From an optimization exercise on the open Yosys and OpenROAD flow, aimed at small area, a short achievable clock period and few clock cycles; shortcuts taken in it are not production practice.
At most, simulation tests tie the RTL to the original design; equivalence was not proved.
Power is estimated from default activity; no workload was simulated.

## sierra
## tbpm_rxdec
module tbpm_rxdec (
    input  wire        clk,
    input  wire        rst,
    input  wire        cfg_we,
    input  wire [7:0]  cfg_pct,
    input  wire [15:0] cfg_floor,
    input  wire [1:0]  cfg_reg_len,
    input  wire        cfg_reg0,
    input  wire        cfg_reg1,
    input  wire        in_valid,
    output wire        in_ready,
    input  wire [31:0] in_data,
    input  wire        in_last,
    output wire        out_valid,
    input  wire        out_ready,
    output wire        rl_ok,
    output wire [3:0]  rl_cause,
    output wire [31:0] rl_word,
    output wire        fw_ok,
    output wire [3:0]  fw_cause,
    output wire [31:0] fw_word,
    output wire        dsp_ok,
    output wire [1:0]  dsp_tried,
    output wire [31:0] dsp_word
);
Size in the first run: roughly 1500 cells after synthesis, ~150 flip-flops, roughly 12000 µm² of cells after synthesis.
clock: 35.0 ns
lec_check: 0
cap_margin: 50
core_margin: 2
core_utilization: 40
slew_margin: 70
standard.sh (not shown) runs the stock make flow with config.mk's settings and CLKGATE_MAP_FILE= SYNTH_SCRIPT=/design/flow/synth_recipe.tcl, a recipe that flattens the netlist after the stock synthesis.
==> flow/flow/run.sh <==
#!/bin/bash
# Standard layout, with plain buf_1 cells as the port buffers.
set -euo pipefail
export BUFFER_PORTS_ARGS="-buffer_cell sky130_fd_sc_hd__buf_1"
bash standard.sh > standard_flow.log 2>&1
The inputs of xenon differ from those of sierra as listed below.
diff --git a/flow/design.v b/flow/design.v
--- a/flow/design.v
+++ b/flow/design.v
@@ -70,56 +70,67 @@
     wire [7:0] n_nx      = (rst || fin) ? 8'd0 : (absorb && keep) ? n_ent + 8'd1 : n_ent;
     wire       done_nx   = !rst && (fin || (done && !out_ready));
     wire       rdy_nx    = !(r_v_nx && done_nx && ((n_nx[0] && !n_nx[7]) || r_last_nx));
     always @(posedge clk) begin
         r_v   <= r_v_nx;
         n_ent <= n_nx;
         done  <= done_nx;
         rdy   <= rdy_nx;
     end
     assign in_ready  = rdy;
     assign out_valid = done;
     wire [16:0] x = r_d ^ {17{r_s}};
-    function ltc17(input [16:0] a, input [16:0] b, input c);
-        integer i;
-        reg l;
-        begin
-            l = c;
-            for (i = 0; i < 17; i = i + 1)
-                l = (!a[i] && b[i]) || ((!a[i] || b[i]) && l);
-            ltc17 = l;
-        end
-    endfunction
     function lt18(input [17:0] a, input [17:0] b);
         integer i;
         reg l;
         begin
             l = 1'b0;
             for (i = 0; i < 18; i = i + 1)
                 l = (!a[i] && b[i]) || ((!a[i] || b[i]) && l);
             lt18 = l;
         end
     endfunction
+    function top18(input [17:0] a, input [17:0] b, input c);
+        integer i;
+        reg l;
+        begin
+            l = c;
+            for (i = 0; i < 17; i = i + 1)
+                l = (a[i] && b[i]) || ((a[i] || b[i]) && l);
+            top18 = a[17] ^ b[17] ^ l;
+        end
+    endfunction
+    function [35:0] csa18(input [17:0] a, input [17:0] b, input [17:0] c, input cin);
+        reg [17:0] s, k;
+        begin
+            s = a ^ b ^ c;
+            k = (a & b) | (a & c) | (b & c);
+            csa18 = {k[16:0], cin, s};
+        end
+    endfunction
     wire        j0 = (n_ent[6:1] == 6'd0);
     wire [12:0] ta = j0 ? (odd ? {1'b0, tol_pct, 5'd0} : {tol_pct, 6'd0}) : {2'd0, tol_pct, 4'd0};
     wire [12:0] tb = j0 ? (odd ? {4'd0, tol_pct, 2'd0} : {5'd0, tol_pct, 1'b0}) : {6'd0, tol_pct};
-    wire [12:0] kpa = j0 ? ta - tb : ta + tb;
-    wire [16:0] wa  = {4'd0, kpa} + {1'b0, tol_floor};
     wire [17:0] nea = j0 ? (odd ? -18'sd2800 : -18'sd6200) : -18'sd1700;
     wire [17:0] da  = {1'b0, x} + nea + {17'd0, r_s};
-    wire        in_a = ltc17(da[16:0] ^ {17{da[17]}}, wa, !da[17]);
-    wire [10:0] kpb = {1'b0, tol_pct, 3'd0} + {3'd0, tol_pct, 1'b0} + {4'd0, tol_pct};
-    wire [16:0] wb  = {7'd0, kpb[10:1]} + {1'b0, tol_floor};
+    wire [16:0] va  = da[16:0] ^ {17{da[17]}};
+    wire [35:0] la1 = csa18({5'd0, ta}, j0 ? {5'h1f, ~tb} : {5'd0, tb}, {2'd0, tol_floor}, j0);
+    wire [35:0] la2 = csa18(la1[17:0], la1[35:18], {1'b0, ~va}, 1'b0);
+    wire        in_a = top18(la2[17:0], la2[35:18], !da[17]);
     wire [17:0] db  = {1'b0, x} - 18'd550 + {17'd0, r_s};
-    wire        in_b = ltc17(db[16:0] ^ {17{db[17]}}, wb, !db[17] || tol_pct[0]);
+    wire [16:0] vb  = db[16:0] ^ {17{db[17]}};
+    wire [35:0] lb1 = csa18({9'd0, tol_pct, 2'd0}, {11'd0, tol_pct}, {12'd0, tol_pct[6:1]}, 1'b0);
+    wire [35:0] lb2 = csa18(lb1[17:0], lb1[35:18], {2'd0, tol_floor}, 1'b0);
+    wire [35:0] lb3 = csa18(lb2[17:0], lb2[35:18], {1'b0, ~vb}, 1'b0);
+    wire        in_b = top18(lb3[17:0], lb3[35:18], !db[17] || tol_pct[0]);
     wire x_nz     = (r_d != 17'd0);
     wire is_mark  = !r_s && r_u && x_nz;
     wire is_space =  r_s && r_u;
     reg        m_hit;
     reg        m_rl;           
     reg [14:0] m_val;
     always @(posedge clk) begin
         if (absorb && !odd) begin
             m_hit  <= is_mark && (j0 ? in_a : in_b);
             m_rl   <= is_mark && (r_d[16:15] == 2'b00);
             m_val  <= r_d[14:0];
         end
[summary]
Detailed-route vias per instance, sierra and xenon, lower one = xenon.
NOTE: via count in xenon falls short of that of sierra
Diff sierra -> xenon: sequential power has remained practically unchanged, cell area after synthesis dropped about 10%, worst setup slack fell 0.010 ns, post-route core utilization saw little to no change.
Run comparison: sierra end point of the critical path rl_word[22]; xenon end point of the critical path rl_word[0]
Testbench counts of xenon, summed over its fixed seeds: cycles 31,890.
No functional check of the RTL was part of sierra.

========
## the previous run
tbpm_rxdec, a different RTL version from the one above (not shown whole).
For scale: roughly 1200 cells after synthesis, about 150 flip-flops, about 180 I/O pins, about 11000 um^2 of cells after synthesis.
## tbpm_rxdec
module tbpm_rxdec (
    input  wire        clk,
    input  wire        rst,
    input  wire        cfg_we,
    input  wire [7:0]  cfg_pct,
    input  wire [15:0] cfg_floor,
    input  wire [1:0]  cfg_reg_len,
    input  wire        cfg_reg0,
    input  wire        cfg_reg1,
    input  wire        in_valid,
    output wire        in_ready,
    input  wire [31:0] in_data,
    input  wire        in_last,
    output wire        out_valid,
    input  wire        out_ready,
    output wire        rl_ok,
    output wire [3:0]  rl_cause,
    output wire [31:0] rl_word,
    output wire        fw_ok,
    output wire [3:0]  fw_cause,
    output wire [31:0] fw_word,
    output wire        dsp_ok,
    output wire [1:0]  dsp_tried,
    output wire [31:0] dsp_word
);
clock: 35.0 ns
lec_check: 0
cap_margin: 50
core_margin: 2
core_utilization: 40
cts_buf_list: sky130_fd_sc_hd__clkbuf_8
slew_margin: 70
Scripts as last shown in full above: flow/flow/run.sh
Inputs modified between the previous run and the current run:
--- a/flow/design.v
+++ b/flow/design.v
@@ -67,21 +67,21 @@
     end
     wire       r_v_nx    = !rst && (stall || take);
     wire       r_last_nx = stall ? r_last : in_last;
     wire [7:0] n_nx      = (rst || fin) ? 8'd0 : (absorb && keep) ? n_ent + 8'd1 : n_ent;
     wire       done_nx   = !rst && (fin || (done && !out_ready));
     wire       rdy_nx    = !(r_v_nx && done_nx && ((n_nx[0] && !n_nx[7]) || r_last_nx));
     reg j0;
     always @(posedge clk) begin
         r_v   <= r_v_nx;
         n_ent <= n_nx;
-        j0    <= rst || fin || (j0 && !(absorb && odd));
+        j0    <= (n_nx[6:1] == 6'd0);
         done  <= done_nx;
         rdy   <= rdy_nx;
     end
     assign in_ready  = rdy;
     assign out_valid = done;
     wire [16:0] x = r_d ^ {17{r_s}};
     function lt18(input [17:0] a, input [17:0] b);
         integer i;
         reg l;
         begin
@@ -243,47 +243,31 @@
         fw_bad     <= fw_bad_nx;
         if (pev && !in_hdr && pidx <= 6'd39)
             fw_p <= {fw_p[14:0], in_chk ? fw_p[15] : fw_one};
     end
     wire rl_ok_nx  = long_nx && repnz_nx;
     wire fw_ok_nx  = (fw_cause_nx == 3'd0);
     wire ok0_nx    = reg0 ? fw_ok_nx : rl_ok_nx;
     wire ok1_nx    = reg1 ? fw_ok_nx : rl_ok_nx;
     wire take0_nx  = (reg_len != 2'd0) && ok0_nx;
     wire take1_nx  = !take0_nx && (reg_len == 2'd2) && ok1_nx;
-    wire sel_rl_nx = (take0_nx && !reg0) || (take1_nx && !reg1);
-    wire sel_fw_nx = (take0_nx &&  reg0) || (take1_nx &&  reg1);
-    wire sel_rl_nx2 = rl_ok_nx && (((reg_len != 2'd0) && !reg0) ||
-                                   (reg_len[1] && reg0 && !reg1 && !fw_ok_nx));
-    wire sel_fw_nx2 = fw_ok_nx && (((reg_len != 2'd0) && reg0) ||
-                                   (reg_len[1] && !reg0 && reg1 && !rl_ok_nx));
-    reg rl_ok_q, fw_ok_q, fw_ok_q2, sel_rl, sel_fw, sel_rl2, sel_fw2;
+    reg rl_ok_q, fw_ok_q, sel_rl, sel_fw;
     reg [1:0] tried_q;
     always @(posedge clk) begin
-        rl_ok_q  <= rl_ok_nx;
-        fw_ok_q  <= fw_ok_nx;
-        sel_rl   <= sel_rl_nx;
-        sel_fw   <= sel_fw_nx;
-        sel_rl2  <= sel_rl_nx2;
-        sel_fw2  <= sel_fw_nx2;
-        tried_q  <= take0_nx ? 2'd1 : reg_len;
-    end
-    wire fw_win = pev && !p0 && !fw_stop && fw_sym && in_chk && pidx == 6'd39 &&
-                  !fw_bad && !fw_cmis;
-    always @(posedge clk) begin
-        fw_ok_q2 <= !p0 && (fw_ok_q2 || fw_win);
+        rl_ok_q <= rl_ok_nx;
+        fw_ok_q <= fw_ok_nx;
+        sel_rl  <= (take0_nx && !reg0) || (take1_nx && !reg1);
+        sel_fw  <= (take0_nx &&  reg0) || (take1_nx &&  reg1);
+        tried_q <= take0_nx ? 2'd1 : reg_len;
     end
     wire [23:0] rl_f = {rl_rep, rl_cmd, rl_src};
     wire [31:0] fw_f = {8'd1, fw_p[15:8], 4'd0, fw_p[3:0], 4'd0, fw_p[7:4]};
     assign rl_ok     = rl_ok_q;
     assign rl_cause  = {1'b0, {2{rl_long && !rl_repnz}}, !rl_ok_q};
-    assign rl_word   = {8'd0, rl_rep & {8{rl_long}}, {rl_cmd, rl_src} & {16{rl_ok_q}}};
+    assign rl_word   = {8'd0, rl_f & {24{rl_ok_q}}};
     assign fw_ok     = fw_ok_q;
     assign fw_cause  = {1'b0, fw_cause_q};
-    assign fw_word   = {7'd0, fw_ok_q, fw_p[15:8] & {8{fw_ok_q}}, 4'd0, fw_p[3:0] & {4{fw_ok_q2}}, 4'd0, fw_p[7:4] & {4{fw_ok_q2}}};
+    assign fw_word   = fw_f & {32{fw_ok_q}};
     assign dsp_ok    = sel_rl || sel_fw;
     assign dsp_tried = tried_q;
-    assign dsp_word  = {7'd0, sel_fw,
-                        (rl_rep & {8{sel_rl}}) | (fw_p[15:8] & {8{sel_fw}}),
-                        (rl_cmd & {8{sel_rl2}}) | ({4'd0, fw_p[3:0]} & {8{sel_fw2}}),
-                        (rl_src & {8{sel_rl2}}) | ({4'd0, fw_p[7:4]} & {8{sel_fw2}})};
+    assign dsp_word  = ({8'd0, rl_f} & {32{sel_rl}}) | (fw_f & {32{sel_fw}});
 endmodule
--- outcome ---
- Summary of the current run over the previous run: post-synthesis area per instance rose by 1.6%, register area fell by 53 um^2, number of buffers outside the clock class in the layout fell by about 5.3%, total die area stayed essentially flat.
- For the current run, the slowest cell on the critical path was dfxtp_2, unlike the previous run, where it was a31oi_4.
- The current run ends up with a met1 usage in global routing that is 1.7 points higher than in the previous run.
- Compared with the previous run, the current run shows a lower data arrival at the endpoint of the critical path.
- Hold slack: the previous run vs the current run — no meaningful difference
- The current run vs. the previous run: worst-case register-to-register setup slack went up by 0.62 ns.
- The current run vs the previous run — total via count after detailed routing dropped slightly
- Taking the previous run as the reference, in the current run maximum frequency from static timing analysis rose by 0.86 MHz, final area fell by 160 um^2, flip-flop and latch count fell by 3.
- The current run ended with more maximum fanout along the worst path than the previous run.
- Setup slack in the current run is larger than in the previous run.
Testbench counts of the current run, summed over its fixed seeds: cycles 31,890.
For the previous run, only the layout was checked, not whether the RTL still works.

## separate check: timing with driven ports
No port has a modelled driver above. Below, the same layouts with a new extraction and two added sets of constraints. Step 1: set_driving_cell puts a clkbuf_16 on clk and a buf_2 on each other input, an assumption about the parent block. Step 2 moves the port delays by t, midway between the first and last clock arrival at a register: inputs arrive t later, outputs are due t later. That takes back most of the time a late clock gives input paths. a / b / c = no drivers / after step 1 / after step 2; a / b = the first two.
run	t (ns)	setup WS [ns]	worst hold slack (ns)	worst setup path after step 2
sierra	0.480	26.658 / 26.608 / 26.261	0.449 / 0.449 / 0.449	input to register
xenon	0.483	26.648 / 26.597 / 26.247	0.424 / 0.424 / 0.424	input to register
the previous run	0.503	26.588 / 26.571 / 26.109	0.434 / 0.434 / 0.434	input to register
the current run	0.511	26.648 / 26.599 / 26.445	0.433 / 0.433 / 0.433	input to register
After both steps setup and hold are still met in every run listed. For the previous run, which loses most, drivers alone change the setup slack by -0.017 ns; drivers and shift together by -0.479 ns.
